Context: an optimization exercise on an open-source flow, tuned for small area. The choices shown serve that exercise and are no tape-out recipe. Only simulation tests tie the RTL to the original design; equivalence was not proved. Power figures rest on the tool's default switching activity, not on a simulated workload.

<file path="flow/run.sh">
#!/bin/bash
# synth_recipe.tcl (not shown) runs the flow's synth.tcl, then flattens the netlist and writes it again
# the make line also repeats each setting of config.mk as NAME=value (left out here)
make -C /OpenROAD-flow-scripts/flow DESIGN_CONFIG=/design/flow/config.mk WORK_HOME=/design/flow/orfs CLKGATE_MAP_FILE= SYNTH_SCRIPT=/design/flow/synth_recipe.tcl finish
</file>
<file path="flow/config.mk">
export PLATFORM = sky130hd
export DESIGN_NAME = rsc
export DESIGN_NICKNAME = rsc
export VERILOG_FILES = /design/flow/design.v
export SDC_FILE = /design/flow/constraint.sdc
export NUM_CORES = 4
export LEC_CHECK = 0
export CAP_MARGIN = 20
export CORE_MARGIN = 2
export CORE_UTILIZATION = 40
export SLEW_MARGIN = 20
</file>
<file path="flow/constraint.sdc">
create_clock -name core_clock -period 200.0 [get_ports {clk}]
set_input_delay 40.0000 -clock core_clock [delete_from_list [all_inputs] [get_ports {clk}]]
set_output_delay 40.0000 -clock core_clock [all_outputs]
set_load 0.01 [all_outputs]
</file>
<file path="flow/design.v">
module rsc #(
    parameter NUM_PINS        = 16,
    parameter PIN_CONTROL_MIN = 9,
    parameter ADC_CHANNEL     = 0,
    parameter DISPATCH_CYCLES = 20,
    parameter ROM_DEPTH       = 64
) (
    input  wire                clk,
    input  wire                rst_n,
    input  wire [63:0]         rom_data,
    output reg                 adc_req,
    output wire [7:0]          adc_chan,
    input  wire                adc_ack,
    input  wire [9:0]          adc_data,
    output wire [NUM_PINS-1:0] pwm_out,
    output reg  [1:0]          st_runstate,
    output reg  [3:0]          st_fault_code,
    output wire [15:0]         st_fault_pc,
    output reg                 st_pw_oor,
    output reg  [15:0]         st_pc,
    output wire [15:0]         st_s,
    output wire [15:0]         st_a,
    output wire [15:0]         st_w
);
    localparam [1:0] RS_RESET = 2'd0, RS_RUN = 2'd1, RS_HALTED = 2'd2, RS_FAULTED = 2'd3;
    localparam [3:0] F_ILLEGAL_CMD  = 4'd1, F_PC_RANGE    = 4'd2, F_SAMPLE_UNSET = 4'd3,
                     F_MAP_BOUNDS   = 4'd4, F_MAP_DIV0    = 4'd5, F_BAD_PIN      = 4'd6,
                     F_BOUNDS_UNSET = 4'd7, F_EMIT_DIV0   = 4'd8, F_PW_NEGATIVE  = 4'd9,
                     F_PW_OVERRUN   = 4'd10;
    localparam [3:0] OP_SAMPLE = 4'h1, OP_MAP = 4'h2, OP_EMIT = 4'h3, OP_INIT = 4'h4,
                     OP_LDS = 4'h5, OP_JMP = 4'h6, OP_HALT = 4'h7;
    localparam [1:0] PH_DISP = 2'd0,     
                     PH_SREAD = 2'd1,    
                     PH_SSET = 2'd2,     
                     PH_FRAME = 2'd3;    
    assign adc_chan = ADC_CHANNEL[7:0];
    function automatic [20:0] radd(input [20:0] a, input [20:0] b, input ci);
        integer i;
        reg c;
        begin
            c = ci;
            for (i = 0; i < 21; i = i + 1) begin
                radd[i] = a[i] ^ b[i] ^ c;
                c = (a[i] & b[i]) | (c & (a[i] ^ b[i]));
            end
        end
    endfunction
    function automatic [20:0] rsub(input [20:0] a, input [20:0] b);
        rsub = radd(a, ~b, 1'b1);
    endfunction
    reg signed [15:0] S;
    reg        [11:0] A;           
    reg        [14:0] W;           
    reg               s_valid;
    reg        [11:0] omin;        
    reg        [11:0] ospan;       
    reg               bnd_valid;
    assign st_s = S;
    assign st_a = {{4{A[11]}}, A};
    assign st_w = {1'b0, W};
    assign st_fault_pc = (st_runstate == RS_FAULTED) ? st_pc : 16'd0;
    reg [1:0]  phase;
    reg [14:0] cnt;         
    reg        hi;          
    reg [15:0] R;           
    reg [15:0] Q;           
    reg        ovr;         
    wire [3:0] pin   = R[3:0];
    wire [3:0] iend  = R[7:4];
    wire       emitf = R[8];
    wire [3:0] k     = R[15:12];
    wire [7:0] frame = Q[7:0];
    assign pwm_out = hi ? (16'd1 << pin) : 16'd0;
    wire [3:0] op = rom_data[63:60];
    reg legal;
    always @(*) begin
        case (op)
            OP_SAMPLE: legal = (rom_data[59:0] == 60'd0);
            OP_MAP:    legal = (rom_data[11:0] == 12'd0);
            OP_EMIT:   legal = rom_data[51] ? (rom_data[50:16] == 35'd0)
                                            : (rom_data[51:0] == 52'd0);
            OP_INIT:   legal = (rom_data[51:0] == 52'd0);
            OP_LDS:    legal = (rom_data[59:16] == 44'd0);
            OP_JMP:    legal = (rom_data[59:16] == 44'd0);
            OP_HALT:   legal = (rom_data[59:0] == 60'd0);
            default:   legal = 1'b0;
        endcase
    end
    wire               is_emit  = (op == OP_EMIT);
    wire               bad_pin  = (rom_data[59:56] != 4'd0);
    wire [3:0]         f_pin    = rom_data[55:52];
    wire signed [15:0] f_imm    = rom_data[15:0];
    wire signed [11:0] f_in_min  = rom_data[59:48];
    wire signed [11:0] f_in_max  = rom_data[47:36];
    wire signed [11:0] f_out_min = rom_data[35:24];
    wire signed [11:0] f_out_max = rom_data[23:12];
    wire [20:0] in_span_w = rsub({{9{f_in_max[11]}}, f_in_max}, {{9{f_in_min[11]}}, f_in_min});
    wire [12:0] in_span  = in_span_w[12:0];
    wire [20:0] out_span_w = rsub({{9{f_out_max[11]}}, f_out_max}, {{9{f_out_min[11]}}, f_out_min});
    wire [12:0] out_span = out_span_w[12:0];
    wire [20:0] map_off_w = rsub({{5{S[15]}}, S}, {{9{f_in_min[11]}}, f_in_min});
    wire [16:0] map_off  = map_off_w[16:0];
    wire map_below  = map_off[16];
    wire map_above  = ovr;       
    wire map_bounds_bad = in_span[12] | out_span[12];
    wire [20:0] wide_w = rsub({9'd0, out_span[11:0]}, {9'd0, in_span[11:0]});
    wire map_wide   = wide_w[20];
    wire map_div0   = (in_span[11:0] == 12'd0);    
    wire [20:0] map_mul_w = radd({9'd0, out_span[11:0]}, 21'd0, map_wide);
    wire [12:0] map_mul = map_mul_w[12:0];
    wire signed [15:0] angle  = rom_data[51] ? f_imm : {{4{A[11]}}, A};
    wire [20:0] e_d_w  = rsub({{5{angle[15]}}, angle}, {{9{omin[11]}}, omin});
    wire [16:0] e_d    = e_d_w[16:0];
    wire               e_sgn  = e_d[16];
    wire [16:0]        e_x    = e_d ^ {17{e_sgn}};           
    wire               e_big  = ovr;    
    wire       st_last  = (phase == PH_SSET) && (k == 4'd0);
    wire [4:0] c5       = cnt[4:0];
    wire       c_hi0    = (cnt[14:5] == 10'd0);
    wire       clr      = c_hi0 && (c5 == 5'd1 || c5 == 5'd2);
    wire       cap      = c_hi0 && (c5 == 5'd2);
    wire       win      = c_hi0 && (c5 >= 5'd3) && (c5 <= 5'd17);
    wire [20:0] idx_w   = rsub(21'd17, {16'd0, c5});
    wire [3:0] idx      = idx_w[3:0];
    localparam [14:0] K_EMIT_MUL = 15'd29040;    
    localparam [14:0] K_535      = 15'd535;
    wire [14:0] omin_x = {{3{f_out_min[11]}}, f_out_min};
    reg         b, cin_x, c_inj, p, dneg;
    reg  [16:0] X;
    reg  [15:0] D;
    always @(*) begin
        if (phase != PH_DISP) begin              
            b = Q[14]; X = 17'd1; cin_x = 1'b0; D = 16'd10; p = 1'b0;
            c_inj = 1'b0; dneg = 1'b0;
        end else if (is_emit) begin
            b = cap | K_EMIT_MUL[idx]; X = e_x; cin_x = e_sgn; D = {ospan, 4'd0}; p = 1'b0;
            c_inj = K_535[idx]; dneg = e_sgn;
        end else begin
            b = cap | ((idx <= 4'd12) ? map_mul[idx] : 1'b0);
            X = {1'b0, map_off[15:0]}; cin_x = 1'b0; D = {4'd0, in_span[11:0]}; p = map_wide | cap;
            c_inj = omin_x[idx]; dneg = 1'b0;
        end
    end
    wire [20:0] T_w = radd({4'd0, R, 1'b0}, b ? {4'd0, X} : 21'd0, b & cin_x);
    wire [17:0] T   = T_w[17:0];
    wire [20:0] s1_w = radd({3'd0, T}, ~{5'd0, D}, ~p);
    wire [18:0] s1  = {s1_w[20], s1_w[17:0]};
    wire        ge1 = ~s1[18];
    wire [17:0] U   = ge1 ? s1[17:0] : T;
    wire [20:0] s2_w = radd({3'd0, U}, ~{5'd0, D}, ~p);
    wire [18:0] s2  = {s2_w[20], s2_w[17:0]};
    wire        ge2 = ~s2[18];
    wire [17:0] V   = ge2 ? s2[17:0] : U;
    wire [1:0]  dig = {ge1 & ge2, ge1 ^ ge2};
    wire [15:0] dq  = dneg ? {{14{dig != 2'd0}}, (~dig) + 2'd1} : {14'd0, dig};
    wire [20:0] Qn_w = radd({5'd0, Q[14:0], 1'b0}, {5'd0, dq}, c_inj);
    wire [15:0] Qn  = Qn_w[15:0];
    wire        w_neg  = e_big ? e_sgn  : Q[15];
    wire [20:0] over_w = rsub(21'd20000, {6'd0, Q[14:0]});
    wire        w_over = e_big ? ~e_sgn : (!Q[15] && over_w[20]);
    wire [20:0] lo_w = rsub({6'd0, Q[14:0]}, 21'd535);
    wire [20:0] hi_w = rsub(21'd2350, {6'd0, Q[14:0]});
    wire        w_oor  = lo_w[20] || hi_w[20];
    wire [20:0] pc_inc    = radd({5'd0, st_pc}, 21'd0, 1'b1);
    wire [20:0] cnt_inc   = radd({6'd0, cnt}, 21'd0, 1'b1);
    wire [20:0] k_dec     = radd({17'd0, k}, 21'h1fffff, 1'b0);
    wire [20:0] pin_inc   = radd({17'd0, pin}, 21'd0, 1'b1);
    wire [20:0] frame_inc = radd({13'd0, frame}, 21'd0, 1'b1);
    wire [20:0] sum_w     = radd({5'd0, Q}, {11'd0, adc_data}, 1'b0);
    wire [20:0] pin_lt    = rsub({17'd0, pin}, {17'd0, iend});
    wire run      = (st_runstate == RS_RUN);
    wire t0       = run && (phase == PH_DISP) && (cnt[4:0] == 5'd20);
    wire at_1000  = (cnt == 15'd1000);
    wire at_20000 = (cnt == 15'd20000);
    wire at_low   = emitf ? (cnt == W) : (cnt == 15'd1500);
    reg        fault;       
    reg [3:0]  fcode;
    reg        done;        
    reg [15:0] npc;
    reg        do_halt, do_lds, do_map, do_emit, do_init, do_samp;
    always @(*) begin
        fault = 1'b0; fcode = 4'd0; done = 1'b0; npc = pc_inc[15:0];
        do_halt = 1'b0; do_lds = 1'b0; do_map = 1'b0; do_emit = 1'b0;
        do_init = 1'b0; do_samp = 1'b0;
        if (st_runstate == RS_RESET) begin
            done = 1'b1; npc = 16'd0;
        end else if (t0) begin
            if (st_pc[15:6] != 10'd0) begin
                fault = 1'b1; fcode = F_PC_RANGE;
            end else if (!legal) begin
                fault = 1'b1; fcode = F_ILLEGAL_CMD;
            end else begin
                case (op)
                OP_SAMPLE: do_samp = 1'b1;
                OP_LDS: begin do_lds = 1'b1; done = 1'b1; end
                OP_MAP: begin
                    if (!s_valid) begin
                        fault = 1'b1; fcode = F_SAMPLE_UNSET;
                    end else if (map_bounds_bad) begin
                        fault = 1'b1; fcode = F_MAP_BOUNDS;
                    end else if (!map_below && !map_above && map_div0) begin
                        fault = 1'b1; fcode = F_MAP_DIV0;
                    end else begin
                        do_map = 1'b1; done = 1'b1;
                    end
                end
                OP_EMIT: begin
                    if (bad_pin) begin
                        fault = 1'b1; fcode = F_BAD_PIN;
                    end else if (!bnd_valid) begin
                        fault = 1'b1; fcode = F_BOUNDS_UNSET;
                    end else if (ospan == 12'd0) begin
                        fault = 1'b1; fcode = F_EMIT_DIV0;
                    end else if (w_neg) begin
                        fault = 1'b1; fcode = F_PW_NEGATIVE;
                    end else if (w_over) begin
                        fault = 1'b1; fcode = F_PW_OVERRUN;
                    end else
                        do_emit = 1'b1;
                end
                OP_INIT: begin
                    if (bad_pin) begin
                        fault = 1'b1; fcode = F_BAD_PIN;
                    end else
                        do_init = 1'b1;
                end
                OP_JMP: begin done = 1'b1; npc = rom_data[15:0]; end
                default: do_halt = 1'b1;
                endcase
            end
        end else if (run && phase == PH_SSET && at_1000 && k == 4'd0) begin
            done = 1'b1;
        end else if (run && phase == PH_FRAME && at_20000 && frame == 8'd149 && !pin_lt[20]) begin
            done = 1'b1;
        end
    end
    always @(posedge clk or negedge rst_n) begin
        if (!rst_n) begin
            st_runstate   <= RS_RESET;
            st_fault_code <= 4'd0;
            st_pw_oor     <= 1'b0;
            st_pc         <= 16'd0;
            adc_req       <= 1'b0;
            S             <= 16'sd0;
            A             <= 12'd0;
            W             <= 15'd0;
            s_valid       <= 1'b0;
            bnd_valid     <= 1'b0;
            hi            <= 1'b0;
        end else begin
            adc_req <= do_samp || (run && phase == PH_SSET && at_1000 && k != 4'd0);
            if (st_runstate == RS_RESET) st_runstate <= RS_RUN;
            if (do_halt) st_runstate <= RS_HALTED;
            if (fault) begin
                st_runstate   <= RS_FAULTED;
                st_fault_code <= fcode;
            end
            if (done) st_pc <= npc;
            if (do_lds) S <= f_imm;
            if (run && phase == PH_SSET && at_1000 && k == 4'd0) S <= {5'd0, Q[10:0]};
            if (do_lds || (run && phase == PH_SSET && at_1000 && k == 4'd0)) s_valid <= 1'b1;
            if (do_map) begin
                A         <= map_below ? f_out_min : map_above ? f_out_max : Q[11:0];
                bnd_valid <= 1'b1;
            end
            if (do_emit) begin
                W <= Q[14:0];
                if (w_oor) st_pw_oor <= 1'b1;
            end
            if (done)
                hi <= 1'b0;
            else if (do_emit)
                hi <= (Q[14:0] != 15'd0);
            else if (run && phase == PH_FRAME) begin
                if (at_20000)
                    hi <= (frame == 8'd149) ? 1'b1 : (pin != 4'd8);
                else if (at_low)
                    hi <= 1'b0;
            end
        end
    end
    wire fr_edge = run && phase == PH_FRAME && at_20000;
    always @(posedge clk) begin
        if (do_map) begin
            omin  <= f_out_min;
            ospan <= out_span[11:0];
        end
        if (cap && phase == PH_DISP) ovr <= ge1;
        if (phase == PH_DISP || st_last) begin
            if (clr) begin
                R <= 16'd0;
                if (phase == PH_DISP) Q <= 16'd0;
            end else if (win) begin
                R <= V[15:0];
                Q <= Qn;
            end
        end
        if (do_samp) begin
            Q        <= 16'd0;
            R[15:12] <= 4'd10;
        end
        if (run && phase == PH_SREAD && adc_ack) Q <= sum_w[15:0];
        if (run && phase == PH_SSET && at_1000 && k != 4'd0) R[15:12] <= k_dec[3:0];
        if (do_emit) begin
            R[8:0] <= {1'b1, f_pin, f_pin};
            Q[7:0] <= 8'd149;
        end else if (do_init) begin
            R[8:0] <= {1'b0, f_pin, 4'd8};
            Q[7:0] <= 8'd50;
        end else if (fr_edge) begin
            if (frame == 8'd149) begin
                R[3:0] <= pin_inc[3:0];
                Q[7:0] <= 8'd0;
            end else
                Q[7:0] <= frame_inc[7:0];
        end
        if (done)
            cnt <= 15'd1;
        else if (run && (phase == PH_SREAD ? adc_ack :
                         phase == PH_FRAME ? at_20000 : (do_emit || do_init)))
            cnt <= 15'd1;
        else
            cnt <= cnt_inc[14:0];
        if (done)
            phase <= PH_DISP;
        else if (do_samp)
            phase <= PH_SREAD;
        else if (do_emit || do_init)
            phase <= PH_FRAME;
        else if (run && phase == PH_SREAD && adc_ack)
            phase <= PH_SSET;
        else if (run && phase == PH_SSET && at_1000)
            phase <= PH_SREAD;
    end
endmodule
</file>
==> results of run 1 <==
[through the flow]
stage / instances / instance area (sq um)
2_1_floorplan: 1409 / 13250
3_3_place_gp: 1966 / 15360
3_5_place_dp: 1966 / 15360
4_1_cts: 1998 / 15970
5_1_grt: 1999 / 15990
6_report: 1999 / 15990
[routing by layer]
metal / GRT usage / wire, um / vias to the layer above
met5: 0 / 0 / -
met1: 0.3722 / 19240 / 5653
li1: - / - / 5118
met4: 0.07654 / 1073 / 0
met2: 0.4178 / 20740 / 558
met3: 0.04970 / 3543 / 67
[cells in the final DEF, fill, tap and decap left out, drive strengths merged, types with 44 or more instances in the layout]
cell | Yosys | final
edfxtp | 44 | 44
clkdlybuf4s50 | 0 | 178
fa | 124 | 124
mux2i | 73 | 73
nor2 | 85 | 85
o21ai | 80 | 80
dfrtp | 70 | 70
ha | 75 | 75
inv | 151 | 153
nand2 | 154 | 154
a21oi | 56 | 56
[flip-flops by register name (all words and copies together), names as in the netlist, 2 cells and up]
| signal | count |
|---|---|
| Q | 16 |
| R | 16 |
| S | 16 |
| st_pc | 16 |
| W | 15 |
| cnt | 15 |
| A | 12 |
| omin | 12 |
| ospan | 12 |
| st_fault_code | 4 |
| phase | 2 |
| st_runstate | 2 |
[critical path: cells and delay by family]
kind                     cells  cell delay, ns
adder cells (fa/ha/maj)     63           21.29
AND/OR/NAND/NOR             11            2.64
buffers and inverters       22            2.19
AO/OA/AOI/OAI                7            1.68
XOR/XNOR                     2            0.31
multiplexers                 2            0.22
[cell type report]
cell class | instances | area [sq um] | share of cell area
multi-input combinational | 1033 | 8646 | 0.5406
sequential | 144 | 3674 | 0.2297
timing repair buffer | 197 | 1944 | 0.1216
inverter | 151 | 566.8 | 0.03544
tap | 442 | 553.0 | 0.03458
clock buffer | 21 | 481.7 | 0.03012
clock inverter | 11 | 127.6 | 0.007980
[cells by family (layout without fill, tap and decap cells)]
| family | after synthesis | after routing |
|---|---|---|
| compound gates | 257 | 257 |
| other cells | 1 | 9 |
| buf+inv | 232 | 380 |
| simple gates | 436 | 436 |
| flops | 144 | 144 |
| xor+xnor | 34 | 34 |
| fa+ha+maj | 202 | 202 |
| mux | 95 | 95 |
[path summary, 6_finish.rpt]
path	to	slack (ns)	startpoint
setup / recovery	Q[15]	131.83	rom_data[12]
hold / removal	st_pw_oor	0.51	st_pw_oor
setup reg to reg	Q[15]	172.19	A[0]
hold reg to reg	st_pw_oor	0.51	st_pw_oor
max in group asynchronous	S[11]	159.99	rst_n
min in group asynchronous	W[14]	39.43	rst_n
[report_power, final]
part / total (mW) / internal (mW) / leakage, nW / switching [mW]
logic: 0.0295 / 0.0135 / 5.25 / 0.0160
clock network: 0.0339 / 0.0198 / 0.291 / 0.0140
registers: 0.0350 / 0.0317 / 1.52 / 0.00333
total: 0.0984 / 0.0651 / 7.06 / 0.0334
==> results.rst, run 1 <==
.. list-table::
   :header-rows: 1

   * - Metric
     - Value
   * - Status
     - timing/DRC/antenna clean
   * - Detailed-route vias per instance
     - 5.701
   * - Clock tree from TritonCTS
     - yes
   * - Final core utilization
     - 0.4915
   * - Number of global-route vias before repair
     - 11180
   * - Max-capacitance violation count
     - 0
   * - Number of nets with antenna violations after routing
     - 0
   * - Die Ht
     - 185.8 um
   * - Clock Tree Buf Depth
     - 2
   * - Syn. warnings
     - 1
   * - Per-instance average area after synthesis
     - 9.437 sq um
   * - GR Overflow Total
     - 0
   * - Post-CTS Repair Setup Buffers
     - 0
   * - Number of buffers created by CTS
     - 17
   * - Layout cells sized above 1
     - 0.05652
   * - Final worst-path setup slack
     - 131.83 ns
   * - Complex-gate fraction of the synthesized area
     - 0.1292
   * - Synthesized-area fraction occupied by and/or/nand/nor cells
     - 0.1638
   * - Hold Path Class
     - reg -> reg
   * - Unrepaired setup endpoints after global routing
     - no
   * - First-pass GRT wire length
     - 67850 um
   * - Tightest Pin Transition
     - 1.033 ns
   * - PnR Total Power
     - 0.09844 mW
   * - Number of enable-type register cells in the synthesized netlist
     - 44
   * - Slowest library cell on the worst path
     - sky130_fd_sc_hd__or3_1
   * - Via count of the routed design
     - 11400
   * - First-pass DRT Iterations
     - 5
   * - Commonest cells post-synth
     - sky130_fd_sc_hd__nand2_1, sky130_fd_sc_hd__inv_1, sky130_fd_sc_hd__fa_1
   * - Clock slew at reported path FFs
     - 0.06 ns
   * - Cells taking the most area after synthesis
     - sky130_fd_sc_hd__fa_1, sky130_fd_sc_hd__dfrtp_1, sky130_fd_sc_hd__edfxtp_1, sky130_fd_sc_hd__ha_1, sky130_fd_sc_hd__mux2i_1
   * - Setup CP Type
     - in -> reg
   * - Max transition margin
     - 0.2938
   * - Share of the yosys chip area belonging to registers
     - 0.2778
   * - Pwr dens
     - 6.155 nW/um^2
   * - Clock H-tree levels
     - 4
   * - Wire length reported by the detailed router
     - 44600 um
   * - Count of antenna diodes in the layout
     - 0
   * - Fin Setup TNS
     - 0 ns
   * - Initial detailed-routing violation count
     - 1158
   * - Number of cell rows
     - 66
   * - Setup violation total in the final timing report
     - 0
   * - Die Outline Area
     - 34520 sq um
   * - Worst path most repeated cell
     - sky130_fd_sc_hd__fa_1
   * - Proportion of synthesized area in mux cells
     - 0.07400
   * - Gate Count Post-Synth
     - 1401
   * - Peak supply drop
     - 0.000006553 V
   * - Post-synthesis cell type count
     - 80
   * - Insertion delay of the later-clocked pin in the worst-skew pair
     - 0.45 ns
   * - Initial antenna violation count
     - 0
   * - Number of failing hold endpoints at the final stage
     - 0
   * - Gp weighted congestion
     - 0.8988
   * - Dominant combinational cell family by area after synthesis
     - adder cells
   * - Arrival time of the worst setup path
     - 68.36 ns
   * - Port bufs
     - 179
   * - Largest area contributor in the synthesized netlist
     - sky130_fd_sc_hd__fa_1
   * - Final period util
     - 0.3409
   * - Number of sinks on the clock net
     - 144
   * - Post-Syn Area
     - 13220 sq um
   * - Combined global-route utilization of all metal layers
     - 0.2652
   * - Fraction of synthesized cell area in xor and xnor cells
     - 0.02252
   * - Setup Slack @ Placement
     - 131.57 ns
   * - Largest net degree at the start of global routing
     - 71
   * - Width of the chip
     - 185.8 um
   * - Fraction of synthesized cell area taken by the top area cell type
     - 0.1878
   * - Worst Reg-to-Reg Cells
     - 95
   * - DRC
     - 0
   * - Std-Cell Core Area
     - 32540 sq um
   * - Req. time, crit path
     - 200.18 ns
   * - Clk Tree Root Cell
     - sky130_fd_sc_hd__clkbuf_16
   * - Main synth FF type
     - sky130_fd_sc_hd__dfrtp_1
   * - Achievable Freq
     - 14.67 MHz
   * - Share of flip-flops with an asynchronous set or reset after synthesis
     - 0.4861
   * - Cells resized by post-CTS repair
     - 0
   * - Hold buffer count at cts
     - 0
   * - Crit start category
     - primary input
   * - Shortest period the worst path allows
     - 68.18 ns
   * - Cell count of the worst hold path
     - 1
   * - Biggest cell delay along the critical path
     - 0.70 ns
   * - Synthesized-area fraction occupied by adder cells
     - 0.2610
   * - Leakage power
     - 7.059 nW
   * - Worst hold slack after final layout
     - 0.5095 ns
   * - Effective utilization at floorplan
     - 0.4064
   * - Fillers
     - 3057
   * - Worst-case clock skew
     - 0.01664 ns
   * - Top-level port count
     - 189
   * - Most numerous cell in the Yosys netlist
     - sky130_fd_sc_hd__nand2_1
   * - Synth-to-layout area growth
     - 20.96%
   * - Estimated wirelength of the detail-placed design
     - 35560 um
   * - Pins Over Slew Limit
     - 0
   * - Routed wire per std cell
     - 22.31 um
   * - Critical path capture point type
     - flip-flop
   * - Crit path max fanout
     - 18
   * - # nets final
     - 1820
   * - Post-synthesis register bit count
     - 144
==> inputs of run 2 (changes only) <==
--- a/flow/design.v
+++ b/flow/design.v
@@ -69,7 +69,8 @@
     wire [3:0] iend  = R[7:4];
     wire       emitf = R[8];
     wire [3:0] k     = R[15:12];
-    wire [7:0] frame = Q[7:0];
+    wire [7:0] frame = Q[7:0];    
+    localparam [7:0] F_0 = 8'd1, F_50 = 8'd5, F_LAST = 8'd169;    
     assign pwm_out = hi ? (16'd1 << pin) : 16'd0;
     wire [3:0] op = rom_data[63:60];
     reg legal;
@@ -98,9 +99,12 @@
     wire [12:0] in_span  = in_span_w[12:0];
     wire [20:0] out_span_w = rsub({{9{f_out_max[11]}}, f_out_max}, {{9{f_out_min[11]}}, f_out_min});
     wire [12:0] out_span = out_span_w[12:0];
-    wire [20:0] map_off_w = rsub({{5{S[15]}}, S}, {{9{f_in_min[11]}}, f_in_min});
-    wire [16:0] map_off  = map_off_w[16:0];
-    wire map_below  = map_off[16];
+    wire [15:0] sub_a  = !is_emit ? S : rom_data[51] ? f_imm : {{4{A[11]}}, A};
+    wire [11:0] sub_b  = !is_emit ? f_in_min : omin;
+    wire [20:0] dsub_w = rsub({{5{sub_a[15]}}, sub_a}, {{9{sub_b[11]}}, sub_b});
+    wire        d_sgn  = dsub_w[16];
+    wire [15:0] map_off = dsub_w[15:0];
+    wire map_below  = d_sgn;
     wire map_above  = ovr;       
     wire map_bounds_bad = in_span[12] | out_span[12];
     wire [20:0] wide_w = rsub({9'd0, out_span[11:0]}, {9'd0, in_span[11:0]});
@@ -108,11 +112,7 @@
     wire map_div0   = (in_span[11:0] == 12'd0);    
     wire [20:0] map_mul_w = radd({9'd0, out_span[11:0]}, 21'd0, map_wide);
     wire [12:0] map_mul = map_mul_w[12:0];
-    wire signed [15:0] angle  = rom_data[51] ? f_imm : {{4{A[11]}}, A};
-    wire [20:0] e_d_w  = rsub({{5{angle[15]}}, angle}, {{9{omin[11]}}, omin});
-    wire [16:0] e_d    = e_d_w[16:0];
-    wire               e_sgn  = e_d[16];
-    wire [16:0]        e_x    = e_d ^ {17{e_sgn}};           
+    wire               e_sgn  = d_sgn;
     wire               e_big  = ovr;    
     wire       st_last  = (phase == PH_SSET) && (k == 4'd0);
     wire [4:0] c5       = cnt[4:0];
@@ -126,22 +126,23 @@
     localparam [14:0] K_535      = 15'd535;
     wire [14:0] omin_x = {{3{f_out_min[11]}}, f_out_min};
     reg         b, cin_x, c_inj, p, dneg;
-    reg  [16:0] X;
+    reg         bx;
     reg  [15:0] D;
     always @(*) begin
         if (phase != PH_DISP) begin              
-            b = Q[14]; X = 17'd1; cin_x = 1'b0; D = 16'd10; p = 1'b0;
+            b = Q[14]; bx = 1'b0; cin_x = 1'b1; D = 16'd10; p = 1'b0;
             c_inj = 1'b0; dneg = 1'b0;
         end else if (is_emit) begin
-            b = cap | K_EMIT_MUL[idx]; X = e_x; cin_x = e_sgn; D = {ospan, 4'd0}; p = 1'b0;
+            b = cap | K_EMIT_MUL[idx]; bx = b; cin_x = e_sgn; D = {ospan, 4'd0}; p = 1'b0;
             c_inj = K_535[idx]; dneg = e_sgn;
         end else begin
-            b = cap | ((idx <= 4'd12) ? map_mul[idx] : 1'b0);
-            X = {1'b0, map_off[15:0]}; cin_x = 1'b0; D = {4'd0, in_span[11:0]}; p = map_wide | cap;
+            b = cap | (!map_below && ((idx <= 4'd12) ? map_mul[idx] : 1'b0));
+            bx = b; cin_x = 1'b0; D = {4'd0, in_span[11:0]}; p = map_wide | cap | map_below;
             c_inj = omin_x[idx]; dneg = 1'b0;
         end
     end
-    wire [20:0] T_w = radd({4'd0, R, 1'b0}, b ? {4'd0, X} : 21'd0, b & cin_x);
+    wire [15:0] X   = map_off ^ {16{is_emit & d_sgn}};
+    wire [20:0] T_w = radd({4'd0, R, 1'b0}, bx ? {5'd0, X} : 21'd0, b & cin_x);
     wire [17:0] T   = T_w[17:0];
     wire [20:0] s1_w = radd({3'd0, T}, ~{5'd0, D}, ~p);
     wire [18:0] s1  = {s1_w[20], s1_w[17:0]};
@@ -161,12 +162,12 @@
     wire [20:0] lo_w = rsub({6'd0, Q[14:0]}, 21'd535);
     wire [20:0] hi_w = rsub(21'd2350, {6'd0, Q[14:0]});
     wire        w_oor  = lo_w[20] || hi_w[20];
-    wire [20:0] pc_inc    = radd({5'd0, st_pc}, 21'd0, 1'b1);
+    wire [20:0] pc_inc    = radd({15'd0, st_pc[5:0]}, 21'd0, 1'b1);
     wire [20:0] cnt_inc   = radd({6'd0, cnt}, 21'd0, 1'b1);
     wire [20:0] k_dec     = radd({17'd0, k}, 21'h1fffff, 1'b0);
     wire [20:0] pin_inc   = radd({17'd0, pin}, 21'd0, 1'b1);
-    wire [20:0] frame_inc = radd({13'd0, frame}, 21'd0, 1'b1);
-    wire [20:0] sum_w     = radd({5'd0, Q}, {11'd0, adc_data}, 1'b0);
+    wire [7:0]  frame_nx  = {frame[6:0], frame[7] ^ frame[5] ^ frame[4] ^ frame[3]};
+    wire [20:0] sum_w     = radd({7'd0, Q[13:0]}, {11'd0, adc_data}, 1'b0);    
     wire [20:0] pin_lt    = rsub({17'd0, pin}, {17'd0, iend});
     wire run      = (st_runstate == RS_RUN);
     wire t0       = run && (phase == PH_DISP) && (cnt[4:0] == 5'd20);
@@ -230,7 +231,7 @@
             end
         end else if (run && phase == PH_SSET && at_1000 && k == 4'd0) begin
             done = 1'b1;
-        end else if (run && phase == PH_FRAME && at_20000 && frame == 8'd149 && !pin_lt[20]) begin
+        end else if (run && phase == PH_FRAME && at_20000 && frame == F_LAST && !pin_lt[20]) begin
             done = 1'b1;
         end
     end
@@ -260,7 +261,7 @@
             if (run && phase == PH_SSET && at_1000 && k == 4'd0) S <= {5'd0, Q[10:0]};
             if (do_lds || (run && phase == PH_SSET && at_1000 && k == 4'd0)) s_valid <= 1'b1;
             if (do_map) begin
-                A         <= map_below ? f_out_min : map_above ? f_out_max : Q[11:0];
+                A         <= (map_above && !map_below) ? f_out_max : Q[11:0];
                 bnd_valid <= 1'b1;
             end
             if (do_emit) begin
@@ -273,7 +274,7 @@
                 hi <= (Q[14:0] != 15'd0);
             else if (run && phase == PH_FRAME) begin
                 if (at_20000)
-                    hi <= (frame == 8'd149) ? 1'b1 : (pin != 4'd8);
+                    hi <= (frame == F_LAST) ? 1'b1 : (pin != 4'd8);
                 else if (at_low)
                     hi <= 1'b0;
             end
@@ -299,20 +300,20 @@
             Q        <= 16'd0;
             R[15:12] <= 4'd10;
         end
-        if (run && phase == PH_SREAD && adc_ack) Q <= sum_w[15:0];
+        if (run && phase == PH_SREAD && adc_ack) Q <= {2'b00, sum_w[13:0]};
         if (run && phase == PH_SSET && at_1000 && k != 4'd0) R[15:12] <= k_dec[3:0];
         if (do_emit) begin
             R[8:0] <= {1'b1, f_pin, f_pin};
-            Q[7:0] <= 8'd149;
+            Q[7:0] <= F_LAST;
         end else if (do_init) begin
             R[8:0] <= {1'b0, f_pin, 4'd8};
-            Q[7:0] <= 8'd50;
+            Q[7:0] <= F_50;
         end else if (fr_edge) begin
-            if (frame == 8'd149) begin
+            if (frame == F_LAST) begin
                 R[3:0] <= pin_inc[3:0];
-                Q[7:0] <= 8'd0;
+                Q[7:0] <= F_0;
             end else
-                Q[7:0] <= frame_inc[7:0];
+                Q[7:0] <= frame_nx;
         end
         if (done)
             cnt <= 15'd1;
==> run 2 against run 1 <==
Sequential share of layout area increased by 0.95 points. Cell count decreased by 4.4%. Sequential cell count unchanged. Wire length decreased by 3.1%. Count of clock-buffer cells in the layout decreased by 1. Critical path type unchanged. Critical endpoint is now Q[15]. Largest power group is now combinational logic.
==> results.rst, run 2 <==
.. list-table::
   :header-rows: 1

   * - Metric
     - Value
   * - Req. time, crit path
     - 200.33 ns
   * - Via count of the routed design
     - 11050
   * - First-pass DRT Iterations
     - 5
   * - GR Overflow Total
     - 0
   * - Insertion delay of the later-clocked pin in the worst-skew pair
     - 0.44 ns
   * - Biggest cell delay along the critical path
     - 0.86 ns
   * - Post-CTS Repair Setup Buffers
     - 0
   * - Largest net degree at the start of global routing
     - 71
   * - Post-synthesis cell type count
     - 93
   * - Largest area contributor in the synthesized netlist
     - sky130_fd_sc_hd__fa_1
   * - Post-Syn Area
     - 12620 sq um
   * - Most numerous cell in the Yosys netlist
     - sky130_fd_sc_hd__inv_1
   * - Layout cells sized above 1
     - 0.06428
   * - Unrepaired setup endpoints after global routing
     - no
   * - Pwr dens
     - 7.763 nW/um^2
   * - Cells resized by post-CTS repair
     - 0
   * - Hold buffer count at cts
     - 0
   * - Number of buffers created by CTS
     - 17
   * - Hold Path Class
     - reg -> reg
   * - Fraction of synthesized cell area taken by the top area cell type
     - 0.1729
   * - Fillers
     - 2937
   * - Detailed-route vias per instance
     - 5.781
   * - Critical path capture point type
     - flip-flop
   * - Max-capacitance violation count
     - 0
   * - Setup CP Type
     - in -> reg
   * - Cells taking the most area after synthesis
     - sky130_fd_sc_hd__fa_1, sky130_fd_sc_hd__dfrtp_1, sky130_fd_sc_hd__edfxtp_1, sky130_fd_sc_hd__ha_1, sky130_fd_sc_hd__dfxtp_1
   * - Worst-case clock skew
     - 0.01032 ns
   * - Achievable Freq
     - 14.75 MHz
   * - Clock tree from TritonCTS
     - yes
   * - Syn. warnings
     - 1
   * - Wire length reported by the detailed router
     - 43230 um
   * - Estimated wirelength of the detail-placed design
     - 33510 um
   * - Fin Setup TNS
     - 0 ns
   * - First-pass GRT wire length
     - 66670 um
   * - Number of failing hold endpoints at the final stage
     - 0
   * - Width of the chip
     - 181.6 um
   * - Commonest non-fill, non-tap cell in the layout
     - sky130_fd_sc_hd__clkdlybuf4s50_1
   * - Number of cell rows
     - 65
   * - Cell count after placement
     - 1879
   * - Initial antenna violation count
     - 0
   * - Final period util
     - 0.3391
   * - Worst path most repeated cell
     - sky130_fd_sc_hd__fa_1
   * - Leakage power
     - 6.658 nW
   * - Shortest period the worst path allows
     - 67.82 ns
   * - Setup violation total in the final timing report
     - 0
   * - Slowest library cell on the worst path
     - sky130_fd_sc_hd__nor2_2
   * - Combined global-route utilization of all metal layers
     - 0.2665
   * - Std-Cell Core Area
     - 31310 sq um
   * - # nets final
     - 1736
   * - Number of enable-type register cells in the synthesized netlist
     - 42
   * - Effective utilization at floorplan
     - 0.4030
   * - Per-instance average area after synthesis
     - 9.285 sq um
   * - Gp weighted congestion
     - 0.9041
   * - Arrival time of the worst setup path
     - 68.15 ns
   * - Gate Count Post-Synth
     - 1359
   * - Number of sinks on the clock net
     - 144
   * - Number of nets with antenna violations after routing
     - 0
   * - Tightest Pin Transition
     - 1.056 ns
   * - Max transition margin
     - 0.2900
   * - Clock Tree Buf Depth
     - 2
   * - Share of the yosys chip area belonging to registers
     - 0.2895
   * - Main synth FF type
     - sky130_fd_sc_hd__dfrtp_1
   * - DRC
     - 0
   * - Clock H-tree levels
     - 4
   * - Status
     - timing/DRC/antenna clean
   * - Commonest cells post-synth
     - sky130_fd_sc_hd__inv_1, sky130_fd_sc_hd__nand2_1, sky130_fd_sc_hd__fa_1
   * - Die Outline Area
     - 32980 sq um
   * - Clk Tree Root Cell
     - sky130_fd_sc_hd__clkbuf_16
   * - Highest-count cells in the layout ignoring fill and taps
     - sky130_fd_sc_hd__clkdlybuf4s50_1, sky130_fd_sc_hd__inv_1, sky130_fd_sc_hd__nand2_1
   * - Crit start category
     - primary input
   * - Pins Over Slew Limit
     - 0
   * - Port bufs
     - 179
   * - Post-synthesis register bit count
     - 144
   * - Top-level port count
     - 189
   * - Synth-to-layout area growth
     - 21.03%
   * - Count of antenna diodes in the layout
     - 0
   * - Peak supply drop
     - 0.000005467 V
   * - Share of flip-flops with an asynchronous set or reset after synthesis
     - 0.4861
   * - Number of global-route vias before repair
     - 11060
   * - Crit path max fanout
     - 64
   * - Clock slew at reported path FFs
     - 0.07 ns
   * - Die Ht
     - 181.6 um
   * - Routed wire per std cell
     - 22.62 um
   * - Initial detailed-routing violation count
     - 1126
   * - Post-route insts no fill
     - 1911
-- run 2: changes by cell type after synthesis, moves of 8 or more --
cell | before | now
sky130_fd_sc_hd__o22ai_1 | 4 | 15
sky130_fd_sc_hd__o21ai_0 | 71 | 56
sky130_fd_sc_hd__o31ai_1 | 5 | 13
sky130_fd_sc_hd__nor2_1 | 85 | 98
sky130_fd_sc_hd__a21oi_1 | 56 | 66
sky130_fd_sc_hd__o211ai_1 | 20 | 8
sky130_fd_sc_hd__fa_1 | 124 | 109
sky130_fd_sc_hd__mux2i_1 | 73 | 53
sky130_fd_sc_hd__and2_1 | 26 | 10
sky130_fd_sc_hd__nand2_1 | 154 | 124
sky130_fd_sc_hd__nand2b_1 | 11 | 22
sky130_fd_sc_hd__xor2_1 | 12 | 22
sky130_fd_sc_hd__and3_1 | 24 | 36
sky130_fd_sc_hd__ha_1 | 75 | 54
-- run 2: area by class of cell --
| cell class | instances | area, sq um | share of cell area |
|---|---|---|---|
| clock buffer | 20 | 489.2 | 0.03203 |
| clock inverter | 12 | 143.9 | 0.009422 |
| inverter | 148 | 555.5 | 0.03638 |
| multi-input combinational | 992 | 8033 | 0.5260 |
| sequential | 144 | 3654 | 0.2392 |
| tap | 402 | 503.0 | 0.03293 |
| timing repair buffer | 193 | 1894 | 0.1240 |
-- run 2: critical path: cells and delay by family --
kind | cells | cell delay (ns)
xor+xnor | 3 | 0.47
fa+ha+maj | 64 | 22.18
buf+inv | 17 | 2.70
compound gates | 3 | 0.50
simple gates | 11 | 2.23
-- run 2: path summary, 6_finish.rpt --
path / startpoint / to / slack (ns) / cells past startpoint
max in group asynchronous: rst_n / A[10] / 159.67 / 1
max: rom_data[62] / Q[15] / 132.18 / 98
min in group asynchronous: rst_n / W[9] / 39.69 / 1
max reg2reg: A[0] / Q[15] / 172.69 / 95
min: st_pw_oor / st_pw_oor / 0.47 / 1
min reg2reg: st_pw_oor / st_pw_oor / 0.47 / 1
-- run 2: cells by family (layout without fill, tap and decap cells) --
| kind of cell | after synthesis | in the layout | synth area share |
|---|---|---|---|
| buffers and inverters | 231 | 373 | 0.07774 |
| adder cells (fa/ha/maj) | 165 | 165 | 0.2281 |
| other | 1 | 9 | 0.0002972 |
| multiplexers | 74 | 74 | 0.06108 |
| flip-flops | 144 | 144 | 0.2895 |
| AO/OA/AOI/OAI | 267 | 267 | 0.1409 |
| XOR/XNOR | 37 | 37 | 0.02568 |
| AND/OR/NAND/NOR | 440 | 440 | 0.1767 |
-- run 2: per-layer routing --
metal / routed length (um) / global-route usage / vias to the layer above
met3: 2830 / 0.05054 / 67
met2: 20230 / 0.4303 / 474
met4: 1522 / 0.09821 / 0
met1: 18660 / 0.3573 / 5541
li1: - / - / 4966
met5: 0 / 0 / -
-- run 2: report_power, final --
| part | internal [mW] | switching, mW |
|---|---|---|
| registers | 0.0331 | 0.00592 |
| logic | 0.0202 | 0.0243 |
| clock network | 0.0205 | 0.0146 |
| total | 0.0737 | 0.0448 |
-- run 2: stage by stage --
stage               power, mW  hold WS, ns  area [sq um]  worst slack, ns  utilization
CTS                    0.1185       0.4792         15270           132.38       0.4878
detailed placement    0.08346       0.4619         14640           131.96       0.4675
global placement      0.08280       0.4524         14640           132.39       0.4675
global route           0.1268       0.5098         15270           130.83       0.4878
floorplan             0.06843       0.4770         12650           132.38            -
finish                 0.1186       0.4747         15270           132.18       0.4878
==> inputs of run 3 (changes only) <==
--- a/flow/design.v
+++ b/flow/design.v
@@ -116,15 +116,20 @@
     wire               e_big  = ovr;    
     wire       st_last  = (phase == PH_SSET) && (k == 4'd0);
     wire [4:0] c5       = cnt[4:0];
-    wire       c_hi0    = (cnt[14:5] == 10'd0);
-    wire       clr      = c_hi0 && (c5 == 5'd1 || c5 == 5'd2);
-    wire       cap      = c_hi0 && (c5 == 5'd2);
-    wire       win      = c_hi0 && (c5 >= 5'd3) && (c5 <= 5'd17);
-    wire [20:0] idx_w   = rsub(21'd17, {16'd0, c5});
-    wire [3:0] idx      = idx_w[3:0];
+    wire       clr      = (cnt[14:4] == 11'd0);
+    wire       cap      = clr && (cnt[3:0] == 4'd15);
+    wire       win      = (cnt[14:4] == 11'd1) && (cnt[3:0] != 4'd15);
+    wire [3:0] idx      = cnt[3:0];
+    function automatic [14:0] rev15(input [14:0] v);
+        integer i;
+        for (i = 0; i < 15; i = i + 1) rev15[i] = v[14 - i];
+    endfunction
     localparam [14:0] K_EMIT_MUL = 15'd29040;    
     localparam [14:0] K_535      = 15'd535;
-    wire [14:0] omin_x = {{3{f_out_min[11]}}, f_out_min};
+    wire [14:0] k_mul_r  = rev15(K_EMIT_MUL);
+    wire [14:0] k_535_r  = rev15(K_535);
+    wire [14:0] omin_r   = rev15({{3{f_out_min[11]}}, f_out_min});
+    wire [14:0] mul_r    = rev15({2'b00, map_mul});
     reg         b, cin_x, c_inj, p, dneg;
     reg         bx;
     reg  [15:0] D;
@@ -133,12 +138,12 @@
             b = Q[14]; bx = 1'b0; cin_x = 1'b1; D = 16'd10; p = 1'b0;
             c_inj = 1'b0; dneg = 1'b0;
         end else if (is_emit) begin
-            b = cap | K_EMIT_MUL[idx]; bx = b; cin_x = e_sgn; D = {ospan, 4'd0}; p = 1'b0;
-            c_inj = K_535[idx]; dneg = e_sgn;
+            b = cap | k_mul_r[idx]; bx = b; cin_x = e_sgn; D = {ospan, 4'd0}; p = 1'b0;
+            c_inj = k_535_r[idx]; dneg = e_sgn;
         end else begin
-            b = cap | (!map_below && ((idx <= 4'd12) ? map_mul[idx] : 1'b0));
+            b = cap | (!map_below && mul_r[idx]);
             bx = b; cin_x = 1'b0; D = {4'd0, in_span[11:0]}; p = map_wide | cap | map_below;
-            c_inj = omin_x[idx]; dneg = 1'b0;
+            c_inj = omin_r[idx]; dneg = 1'b0;
         end
     end
     wire [15:0] X   = map_off ^ {16{is_emit & d_sgn}};
@@ -170,10 +175,10 @@
     wire [20:0] sum_w     = radd({7'd0, Q[13:0]}, {11'd0, adc_data}, 1'b0);    
     wire [20:0] pin_lt    = rsub({17'd0, pin}, {17'd0, iend});
     wire run      = (st_runstate == RS_RUN);
-    wire t0       = run && (phase == PH_DISP) && (cnt[4:0] == 5'd20);
-    wire at_1000  = (cnt == 15'd1000);
-    wire at_20000 = (cnt == 15'd20000);
-    wire at_low   = emitf ? (cnt == W) : (cnt == 15'd1500);
+    wire t0       = run && (phase == PH_DISP) && (&cnt[4:0]);             
+    wire at_1000  = &{cnt[9:5], cnt[3]};                                  
+    wire at_20000 = &{cnt[14], cnt[11:9], cnt[5]};                        
+    wire at_low   = emitf ? (cnt == W) : &{cnt[10], cnt[8:6], cnt[4:2]};
     reg        fault;       
     reg [3:0]  fcode;
     reg        done;        
@@ -316,7 +321,7 @@
                 Q[7:0] <= frame_nx;
         end
         if (done)
-            cnt <= 15'd1;
+            cnt <= 15'd12;
         else if (run && (phase == PH_SREAD ? adc_ack :
                          phase == PH_FRAME ? at_20000 : (do_emit || do_init)))
             cnt <= 15'd1;
==> flow/flow/run.sh (new file) <==
#!/bin/bash
# Layout flow: the standard ORFS flow (standard.sh, its synthesis unchanged) with two
# changes that only make the layout smaller:
#  - the port buffers that buffer_ports inserts on every input and output are buf_1 cells
#    instead of the default clkdlybuf4s50_1;
#  - clock tree synthesis uses clkbuf_8 buffers and no dummy loads.
# The make output goes to make.log; each ORFS step keeps its own log under orfs/logs/.
set -euo pipefail
WORK="$(cd "$(dirname "${BASH_SOURCE[0]}")/.." && pwd)"
cd "$WORK"
bash "$WORK/standard.sh" \
  "BUFFER_PORTS_ARGS=-buffer_cell sky130_fd_sc_hd__buf_1" \
  "CTS_ARGS=-sink_clustering_enable -repair_clock_nets -buf_list sky130_fd_sc_hd__clkbuf_8 -dont_use_dummy_load" \
  finish > "$WORK/make.log" 2>&1
test -s "$WORK/out/final.def"
==> flow/standard.sh (new file) <==
#!/bin/bash
# synth_recipe.tcl (not shown) runs the flow's synth.tcl, then flattens the netlist and writes it again
# the make line also repeats each setting of config.mk as NAME=value (left out here)
make -C /OpenROAD-flow-scripts/flow DESIGN_CONFIG=/design/flow/config.mk WORK_HOME=/design/flow/orfs CLKGATE_MAP_FILE= SYNTH_SCRIPT=/design/flow/synth_recipe.tcl "${@:-finish}"
removed: flow/run.sh
==> run 3 against run 2 <==
Via count shrank 4.7%. Clock skew grew 0.024 ns. Sequential cell count is the same. Fmax grew 1.3%. Critical path depth grew 1. First-iteration DRC count shrank 19%. Register-to-register slack gained 0.57 ns. Critical endpoint unchanged.
==> results.rst, run 3 <==
.. list-table::
   :header-rows: 1

   * - Metric
     - Value
   * - Post-synthesis register bit count
     - 144
   * - Std-Cell Core Area
     - 30670 sq um
   * - Max transition margin
     - 0.2086
   * - Crit path max fanout
     - 62
   * - Number of enable-type register cells in the synthesized netlist
     - 42
   * - R2R setup slack
     - 173.26 ns
   * - Per-instance average area after synthesis
     - 9.339 sq um
   * - Routed wire per std cell
     - 21.58 um
   * - Initial detailed-routing violation count
     - 912
   * - Clock H-tree levels
     - 4
   * - Post-synthesis cell type count
     - 87
   * - Number of failing hold endpoints at the final stage
     - 0
   * - Clk Tree Root Cell
     - sky130_fd_sc_hd__clkbuf_8
   * - Worst-case clock skew
     - 0.03434 ns
   * - Total area of multi-input combinational cells
     - 7971 sq um
   * - Synth-to-layout area growth
     - 9.353%
   * - Share of flip-flops with an asynchronous set or reset after synthesis
     - 0.4861
   * - Critical path capture point type
     - flip-flop
   * - Req. time, crit path
     - 200.35 ns
   * - Share of the yosys chip area belonging to registers
     - 0.2930
   * - Cells resized by post-CTS repair
     - 0
   * - GR Overflow Total
     - 0
   * - Fin Setup TNS
     - 0 ns
   * - Post-CTS Repair Setup Buffers
     - 0
   * - Port bufs
     - 179
   * - Main synth FF type
     - sky130_fd_sc_hd__dfrtp_1
   * - Die Ht
     - 180.6 um
   * - Width of the chip
     - 180.6 um
   * - Shortest period the worst path allows
     - 66.97 ns
   * - First-pass DRT Iterations
     - 5
   * - Clock slew at reported path FFs
     - 0.08 ns
   * - Combined global-route utilization of all metal layers
     - 0.2483
   * - Worst path most repeated cell
     - sky130_fd_sc_hd__fa_1
   * - Hold buffer count at cts
     - 0
   * - Largest net degree at the start of global routing
     - 71
   * - Commonest non-fill, non-tap cell in the layout
     - sky130_fd_sc_hd__buf_1
   * - Worst r2r dst
     - Q[15]
   * - Initial antenna violation count
     - 0
   * - Syn. warnings
     - 1
   * - Final core utilization
     - 0.4446
   * - Post-Syn Area
     - 12470 sq um
   * - Status
     - timing/DRC/antenna clean
   * - Wire length reported by the detailed router
     - 40300 um
   * - Layout cells sized above 1
     - 0.04691
   * - Highest-count cells in the layout ignoring fill and taps
     - sky130_fd_sc_hd__buf_1, sky130_fd_sc_hd__inv_1, sky130_fd_sc_hd__nand2_1
   * - Commonest cells post-synth
     - sky130_fd_sc_hd__inv_1, sky130_fd_sc_hd__nand2_1, sky130_fd_sc_hd__fa_1
   * - Worst setup path end
     - Q[15]
   * - DRC
     - 0
   * - Estimated wirelength of the detail-placed design
     - 31920 um
   * - Die Outline Area
     - 32600 sq um
   * - Count of antenna diodes in the layout
     - 0
   * - Final period util
     - 0.3348
   * - Fraction of synthesized cell area taken by the top area cell type
     - 0.1750
   * - Insertion delay of the later-clocked pin in the worst-skew pair
     - 0.47 ns
   * - Worst Reg-to-Reg Cells
     - 96
   * - Leakage power
     - 5.951 nW
   * - Unrepaired setup endpoints after global routing
     - no
   * - Number of global-route vias before repair
     - 10460
   * - Fillers
     - 2991
   * - Top-level port count
     - 189
   * - Largest area contributor in the synthesized netlist
     - sky130_fd_sc_hd__fa_1
   * - Max-capacitance violation count
     - 0
   * - Peak supply drop
     - 0.000005455 V
   * - Number of nets with antenna violations after routing
     - 0
   * - Critical path startpoint
     - rom_data[63]
   * - Via count of the routed design
     - 10530
   * - PnR Total Power
     - 0.1303 mW
   * - Clock Tree Buf Depth
     - 2
   * - Clock tree from TritonCTS
     - yes
   * - Hold Path Class
     - reg -> reg
   * - # nets final
     - 1712
   * - Crit start category
     - primary input
   * - Setup CP Type
     - in -> reg
   * - Gate Count Post-Synth
     - 1335
   * - Arrival time of the worst setup path
     - 67.31 ns
   * - Number of cell rows
     - 64
   * - Launch instance of the worst register-to-register path
     - A[0]
   * - Tightest Pin Transition
     - 1.176 ns
   * - Register Area
     - 3654 sq um
   * - Detailed-route vias per instance
     - 5.641
   * - Setup violation total in the final timing report
     - 0
   * - Pins Over Slew Limit
     - 0
   * - Most numerous cell in the Yosys netlist
     - sky130_fd_sc_hd__inv_1
   * - Pwr dens
     - 9.554 nW/um^2
   * - Number of sinks on the clock net
     - 144
   * - Biggest cell delay along the critical path
     - 0.88 ns
   * - Number of buffers created by CTS
     - 17
   * - First-pass GRT wire length
     - 61820 um
   * - Gp weighted congestion
     - 0.9327
   * - Slowest library cell on the worst path
     - sky130_fd_sc_hd__nor2_2
   * - Effective utilization at floorplan
     - 0.4065
   * - Cells taking the most area after synthesis
     - sky130_fd_sc_hd__fa_1, sky130_fd_sc_hd__dfrtp_1, sky130_fd_sc_hd__edfxtp_1, sky130_fd_sc_hd__ha_1, sky130_fd_sc_hd__dfxtp_1
   * - Achievable Freq
     - 14.93 MHz
[run 3: layout make-up]
class                           instances  share of cell area
Multi-Input combinational cell        983              0.5847
Sequential cell                       144              0.2680
Timing Repair Buffer                  192             0.05671
Inverter                              135             0.03717
Tap cell                              396             0.03634
Clock buffer                           17             0.01716
[run 3: logic make-up after synthesis]
logic type / count (synthesis) / share of synthesized area
adders and majority gates: 166 / 0.2314
muxes: 72 / 0.05971
and+or+nand+nor: 436 / 0.1793
buffers and inverters: 216 / 0.07285
other: 1 / 0.0003008
xor gates and xnor gates: 44 / 0.03091
DFF: 144 / 0.2930
AOI/OAI and AO/OA: 256 / 0.1325
[run 3: per-stage QoR]
| stage | cell area [sq um] | setup WS, ns | instances | hold slack (ns) |
|---|---|---|---|---|
| after floorplan | 12500 | 132.67 | 1343 | 0.4257 |
| after global placement | 13400 | 133.23 | 1850 | 0.4531 |
| after detailed placement | 13400 | 132.66 | 1850 | 0.4548 |
| after CTS | 13630 | 133.14 | 1867 | 0.4730 |
| after global routing | 13630 | 131.88 | 1867 | 0.5083 |
| final | 13630 | 133.03 | 1867 | 0.4673 |
[run 3: layer usage]
| metal | wire length [um] | track usage | vias up |
|---|---|---|---|
| met5 | 0 | 0 | - |
| met4 | 1600 | 0.1016 | 0 |
| met3 | 2404 | 0.03517 | 80 |
| met2 | 19500 | 0.4144 | 408 |
| met1 | 16790 | 0.3248 | 5196 |
| li1 | - | - | 4848 |
[run 3: worst min-delay path by stage]
| stage | startpoint | cells after the start | to |
|---|---|---|---|
| 2_1_floorplan | Q[15] | 2 | Q[15] |
| 3_3_place_gp | st_pw_oor | 1 | st_pw_oor |
| 3_5_place_dp | st_pw_oor | 1 | st_pw_oor |
| 4_1_cts | st_pw_oor | 1 | st_pw_oor |
| 5_1_grt | Q[15] | 2 | Q[15] |
| 6_report | st_pw_oor | 1 | st_pw_oor |
[run 3: power breakdown]
group | internal [mW] | switching (mW) | leakage, nW | total [mW]
logic | 0.0312 | 0.0407 | 4.29 | 0.0719
registers | 0.0346 | 0.00576 | 1.54 | 0.0404
clock network | 0.00749 | 0.0104 | 0.122 | 0.0179
[run 3: critical path: cells and delay by family]
| kind | cells | cell delay [ns] |
|---|---|---|
| fa+ha+maj | 64 | 21.68 |
| buf+inv | 20 | 2.71 |
| simple gates | 8 | 1.75 |
| compound gates | 4 | 0.65 |
| xor+xnor | 3 | 0.50 |
==> inputs of run 4 (changes only) <==
==> flow/flow/run.sh (replaced) <==
#!/bin/bash
# Layout flow: the standard ORFS flow (standard.sh) with changes that only make the
# layout smaller, none that changes what is laid out or measured:
#  - synthesis is the standard flow's own script (synth_recipe.tcl, which sources ORFS's synth.tcl)
#    with one change: ABC maps the combinational logic with flow/abc_area.script
#    (strash, dc2, dch -f, then ABC's area mapper amap; no buffering or up-sizing)
#    instead of abc_speed.script. Everything before ABC, the flip-flop mapping included, is unchanged,
#    so the registers are the standard synthesis's, with the same names and cells;
#  - the port buffers that buffer_ports puts on every input and output are buf_1 cells
#    instead of the default clkdlybuf4s50_1;
#  - clock tree synthesis uses clkbuf_8 buffers and no dummy loads.
# make's output goes to make.log; each ORFS step keeps its own log under orfs/logs/.
set -euo pipefail
WORK="$(cd "$(dirname "${BASH_SOURCE[0]}")/.." && pwd)"
cd "$WORK"
FLOWDIR="${FLOW_HOME:-/OpenROAD-flow-scripts/flow}"

# ORFS's synth.tcl, with the ABC script replaced right after the preamble sets abc_args
awk -v abc="$WORK/flow/abc_area.script" '
  { print }
  /^source \$::env\(SCRIPTS_DIR\)\/synth_preamble.tcl$/ { print "lset abc_args 1 " abc; n++ }
  END { if (n != 1) exit 1 }' "$FLOWDIR/scripts/synth.tcl" > "$WORK/synth_body.tcl"
# The standard flow's synthesis script, sourcing that copy instead of ORFS's synth.tcl
awk -v body="$WORK/synth_body.tcl" '
  $0 == "source $::env(SCRIPTS_DIR)/synth.tcl" { print "source " body; n++; next }
  { print }
  END { if (n != 1) exit 1 }' "$WORK/synth_recipe.tcl" > "$WORK/area_synth.tcl"

bash "$WORK/standard.sh" \
  "SYNTH_SCRIPT=$WORK/area_synth.tcl" \
  "BUFFER_PORTS_ARGS=-buffer_cell sky130_fd_sc_hd__buf_1" \
  "CTS_ARGS=-sink_clustering_enable -repair_clock_nets -buf_list sky130_fd_sc_hd__clkbuf_8 -dont_use_dummy_load" \
  finish > "$WORK/make.log" 2>&1
test -s "$WORK/out/final.def"
==> flow/flow/abc_area.script (new file) <==
strash
dc2
dch -f
amap
==> run 4 against run 3 <==
Still clean. Die area shrank 7.5%. Critical path depth is 3 higher. Wire length increased by 7.4%. Count of clock-buffer cells in the layout did not move. First-iteration DRC count increased by 31%. Synthesized area down 7.7%. Largest cell class unchanged.
==> results.rst, run 4 <==
.. list-table::
   :header-rows: 1

   * - Metric
     - Value
   * - Via count of the routed design
     - 11120
   * - Setup Slack @ Placement
     - 131.43 ns
   * - Part of the power in combinational logic
     - 0.169
   * - Crit start category
     - primary input
   * - Commonest non-fill, non-tap cell in the layout
     - sky130_fd_sc_hd__clkinv_1
   * - Wire length reported by the detailed router
     - 43290 um
   * - Setup CP Type
     - in -> reg
   * - Max transition margin
     - 0.3331
   * - Detailed-route vias per instance
     - 6.047
   * - Max-capacitance violation count
     - 0
   * - Pins Over Slew Limit
     - 0
   * - Post-Syn Area
     - 11510 sq um
   * - Number of global-route vias before repair
     - 10840
   * - Port bufs
     - 179
   * - Gate Count Post-Synth
     - 1247
   * - Highest-count cells in the layout ignoring fill and taps
     - sky130_fd_sc_hd__clkinv_1, sky130_fd_sc_hd__buf_1, sky130_fd_sc_hd__nor2_1
   * - Largest area contributor in the synthesized netlist
     - sky130_fd_sc_hd__fa_1
   * - First-pass GRT wire length
     - 66500 um
   * - Post-synthesis register bit count
     - 144
   * - Number of cell rows
     - 62
   * - Unrepaired setup endpoints after global routing
     - no
   * - Total area of multi-input combinational cells
     - 6825 sq um
   * - Initial detailed-routing violation count
     - 1199
   * - Req. time, crit path
     - 200.37 ns
   * - Width of the chip
     - 173.6 um
   * - Final period util
     - 0.3422
   * - Clock H-tree levels
     - 4
   * - Share of flip-flops with an asynchronous set or reset after synthesis
     - 0.4861
   * - Internal power component
     - 0.04125 mW
   * - Top-level port count
     - 189
   * - Arrival time of the worst setup path
     - 68.80 ns
   * - Achievable Freq
     - 14.61 MHz
   * - Clock tree from TritonCTS
     - yes
   * - Worst-case clock skew
     - 0.04554 ns
   * - GR Overflow Total
     - 0
   * - Clk Tree Root Cell
     - sky130_fd_sc_hd__clkbuf_8
   * - Status
     - timing/DRC/antenna clean
   * - Crit path max fanout
     - 19
   * - Number of buffers created by CTS
     - 17
   * - Cell count of the worst hold path
     - 1
   * - Critical path startpoint
     - rom_data[51]
   * - Worst path most repeated cell
     - sky130_fd_sc_hd__fa_1
   * - Post-synthesis cell type count
     - 54
   * - Insertion delay of the later-clocked pin in the worst-skew pair
     - 0.48 ns
   * - Critical path capture point type
     - flip-flop
   * - Cell family with most CP delay
     - adder cells
   * - Launch instance of the worst register-to-register path
     - A[0]
   * - Layout cells sized above 1
     - 0.02680
   * - Buf+Inv Stages, Crit Path
     - 22
   * - Psw
     - 0.01775 mW
   * - Clock slew at reported path FFs
     - 0.08 ns
   * - Effective utilization at floorplan
     - 0.4031
   * - Shortest period the worst path allows
     - 68.44 ns
   * - Number of enable-type register cells in the synthesized netlist
     - 42
   * - Register Area
     - 3654 sq um
   * - Slowest library cell on the worst path
     - sky130_fd_sc_hd__nor2_1
   * - Die Ht
     - 173.6 um
   * - Worst Reg-to-Reg Cells
     - 100
   * - Number of nets with antenna violations after routing
     - 0
   * - First-pass DRT Iterations
     - 7
   * - Gp weighted congestion
     - 0.9398
   * - DRC
     - 0
   * - Per-instance average area after synthesis
     - 9.229 sq um
   * - Peak supply drop
     - 0.000003545 V
   * - Fin Setup TNS
     - 0 ns
   * - Post-CTS Repair Setup Buffers
     - 0
   * - Clock Tree Buf Depth
     - 2
   * - Cells resized by post-CTS repair
     - 0
   * - Final worst-path setup slack
     - 131.57 ns
   * - Combined global-route utilization of all metal layers
     - 0.2905
   * - Pwr dens
     - 4.545 nW/um^2
   * - Initial antenna violation count
     - 1
   * - Fillers
     - 2928
   * - Die Outline Area
     - 30140 sq um
   * - Count of antenna diodes in the layout
     - 0
   * - Syn. warnings
     - 1
   * - Share of the yosys chip area belonging to registers
     - 0.3175
   * - Std-Cell Core Area
     - 28550 sq um
   * - Leakage power
     - 4.550 nW
   * - Synth-to-layout area growth
     - 12.78%
   * - Main synth FF type
     - sky130_fd_sc_hd__dfrtp_1
   * - R2R setup slack
     - 171.44 ns
   * - Most numerous cell in the Yosys netlist
     - sky130_fd_sc_hd__clkinv_1
   * - Fraction of synthesized cell area taken by the top area cell type
     - 0.1896
   * - # nets final
     - 1696
   * - Commonest cells post-synth
     - sky130_fd_sc_hd__clkinv_1, sky130_fd_sc_hd__nor2_1, sky130_fd_sc_hd__fa_1
   * - Biggest cell delay along the critical path
     - 0.76 ns
   * - Stages on the worst setup path
     - 102
   * - Number of failing hold endpoints at the final stage
     - 0
   * - Largest net degree at the start of global routing
     - 71
   * - Setup violation total in the final timing report
     - 0
   * - Worst r2r dst
     - Q[15]
   * - Switch share
     - 0.3008
   * - Clock share of power
     - 0.317
   * - Sequential power share
     - 0.514
   * - Estimated wirelength of the detail-placed design
     - 34450 um
   * - Routed wire per std cell
     - 23.54 um
   * - Cells taking the most area after synthesis
     - sky130_fd_sc_hd__fa_1, sky130_fd_sc_hd__dfrtp_1, sky130_fd_sc_hd__edfxtp_1, sky130_fd_sc_hd__clkinv_1, sky130_fd_sc_hd__o22ai_1
   * - Number of sinks on the clock net
     - 144
   * - Worst setup path end
     - Q[15]
   * - Tightest Pin Transition
     - 0.9967 ns
   * - Hold Path Class
     - reg -> reg
   * - Hold buffer count at cts
     - 0
[run 4: changes by cell type in the layout (fill, tap and decap cells not counted), moves of 39 or more]
| cell | before | now |
|---|---|---|
| sky130_fd_sc_hd__a21oi_1 | 83 | 26 |
| sky130_fd_sc_hd__and3_1 | 41 | 2 |
| sky130_fd_sc_hd__clkinv_1 | 0 | 262 |
| sky130_fd_sc_hd__inv_1 | 135 | 0 |
| sky130_fd_sc_hd__mux2i_1 | 62 | 0 |
| sky130_fd_sc_hd__nand2_1 | 132 | 62 |
| sky130_fd_sc_hd__o22ai_1 | 8 | 107 |
[run 4: worst reg2reg max path, delay by kind of cell, from the launching register on]
kind                       cells  cell delay [ns]
adders and majority gates     64            21.79
buffers and inverters         20             2.78
and+or+nand+nor                8             1.99
AOI/OAI and AO/OA              8             1.53
DFF                            1             0.40
[run 4: cell type report]
class                           count  area share
Clock buffer                       17     0.01803
Inverter                          262     0.07577
Multi-Input combinational cell    836      0.5258
Sequential cell                   144      0.2815
Tap cell                          384     0.03702
Timing Repair Buffer              196     0.06189
[run 4: worst min path at each step]
stage                          from         to
after floorplan               Q[15]      Q[15]
after global placement    st_pw_oor  st_pw_oor
after detailed placement  st_pw_oor  st_pw_oor
after CTS                 st_pw_oor  st_pw_oor
after global routing      st_pw_oor  st_pw_oor
final                     st_pw_oor  st_pw_oor
[run 4: power groups by stage]
| stage | sequential (mW) | combinational, mW | clock [mW] |
|---|---|---|---|
| 3_5_place_dp | 0.0309 | 0.00964 | 0 |
| 3_3_place_gp | 0.0309 | 0.00949 | 0 |
| 2_1_floorplan | 0.0309 | 0.00587 | 0 |
| 6_report | 0.0303 | 0.00997 | 0.0187 |
| 4_1_cts | 0.0303 | 0.00972 | 0.0189 |
| 5_1_grt | 0.0303 | 0.0109 | 0.0198 |
[run 4: kinds of logic after synthesis]
| kind of cell | after synthesis | share of synthesized area |
|---|---|---|
| AOI/OAI and AO/OA | 344 | 0.2111 |
| and+or+nand+nor | 321 | 0.1299 |
| buffers and inverters | 275 | 0.09393 |
| adders and majority gates | 162 | 0.2472 |
| DFF | 144 | 0.3175 |
| other | 1 | 0.0003258 |
[run 4: metal layers]
metal	GRT usage	up-vias	share of wire
met5	0	-	0
met4	0.09209	0	0.026
met3	0.04342	73	0.090
met2	0.4702	625	0.48
met1	0.4035	5529	0.41
li1	-	4894	-
[run 4: stage by stage]
step | instance area, sq um | util | hold slack [ns] | power [mW] | std cells
after global placement | 12750 | 0.4465 | 0.4832 | 0.04042 | 1822
after floorplan | 11540 | - | 0.4517 | 0.03678 | 1255
final | 12980 | 0.4547 | 0.4929 | 0.05900 | 1839
after CTS | 12980 | 0.4547 | 0.4996 | 0.05888 | 1839
after detailed placement | 12750 | 0.4465 | 0.4694 | 0.04057 | 1822
after global routing | 12980 | 0.4547 | 0.5443 | 0.06095 | 1839

static timing again, ports no longer ideal:
Ports are ideal in the flow. The routed layouts listed here were re-timed in OpenROAD.
Step 1 assumes that a clkbuf_16 drives the clock port and a buf_2 every other input.
Step 2 also shifts input and output timing later by t, the mid clock arrival at the registers, as if the neighbouring blocks saw the same clock.
a / b / c = ideal / step 1 / step 2; a / b = the first two.
| run | shift t [ns] | slack for setup (ns) | clock arrival spread, ns |
|---|---|---|---|
| run 1 | 0.497 | 131.825 / 131.850 / 131.352 | 0.017 / 0.017 |
| run 2 | 0.486 | 132.184 / 132.201 / 131.714 | 0.011 / 0.011 |
| run 3 | 0.506 | 133.034 / 133.060 / 132.554 | 0.034 / 0.035 |
| run 4 | 0.500 | 131.565 / 131.571 / 131.071 | 0.046 / 0.046 |
After both steps every run listed still meets setup and hold. The setup slack of run 4, which loses most, moves by +0.006 ns with the drivers and by -0.494 ns with both steps.
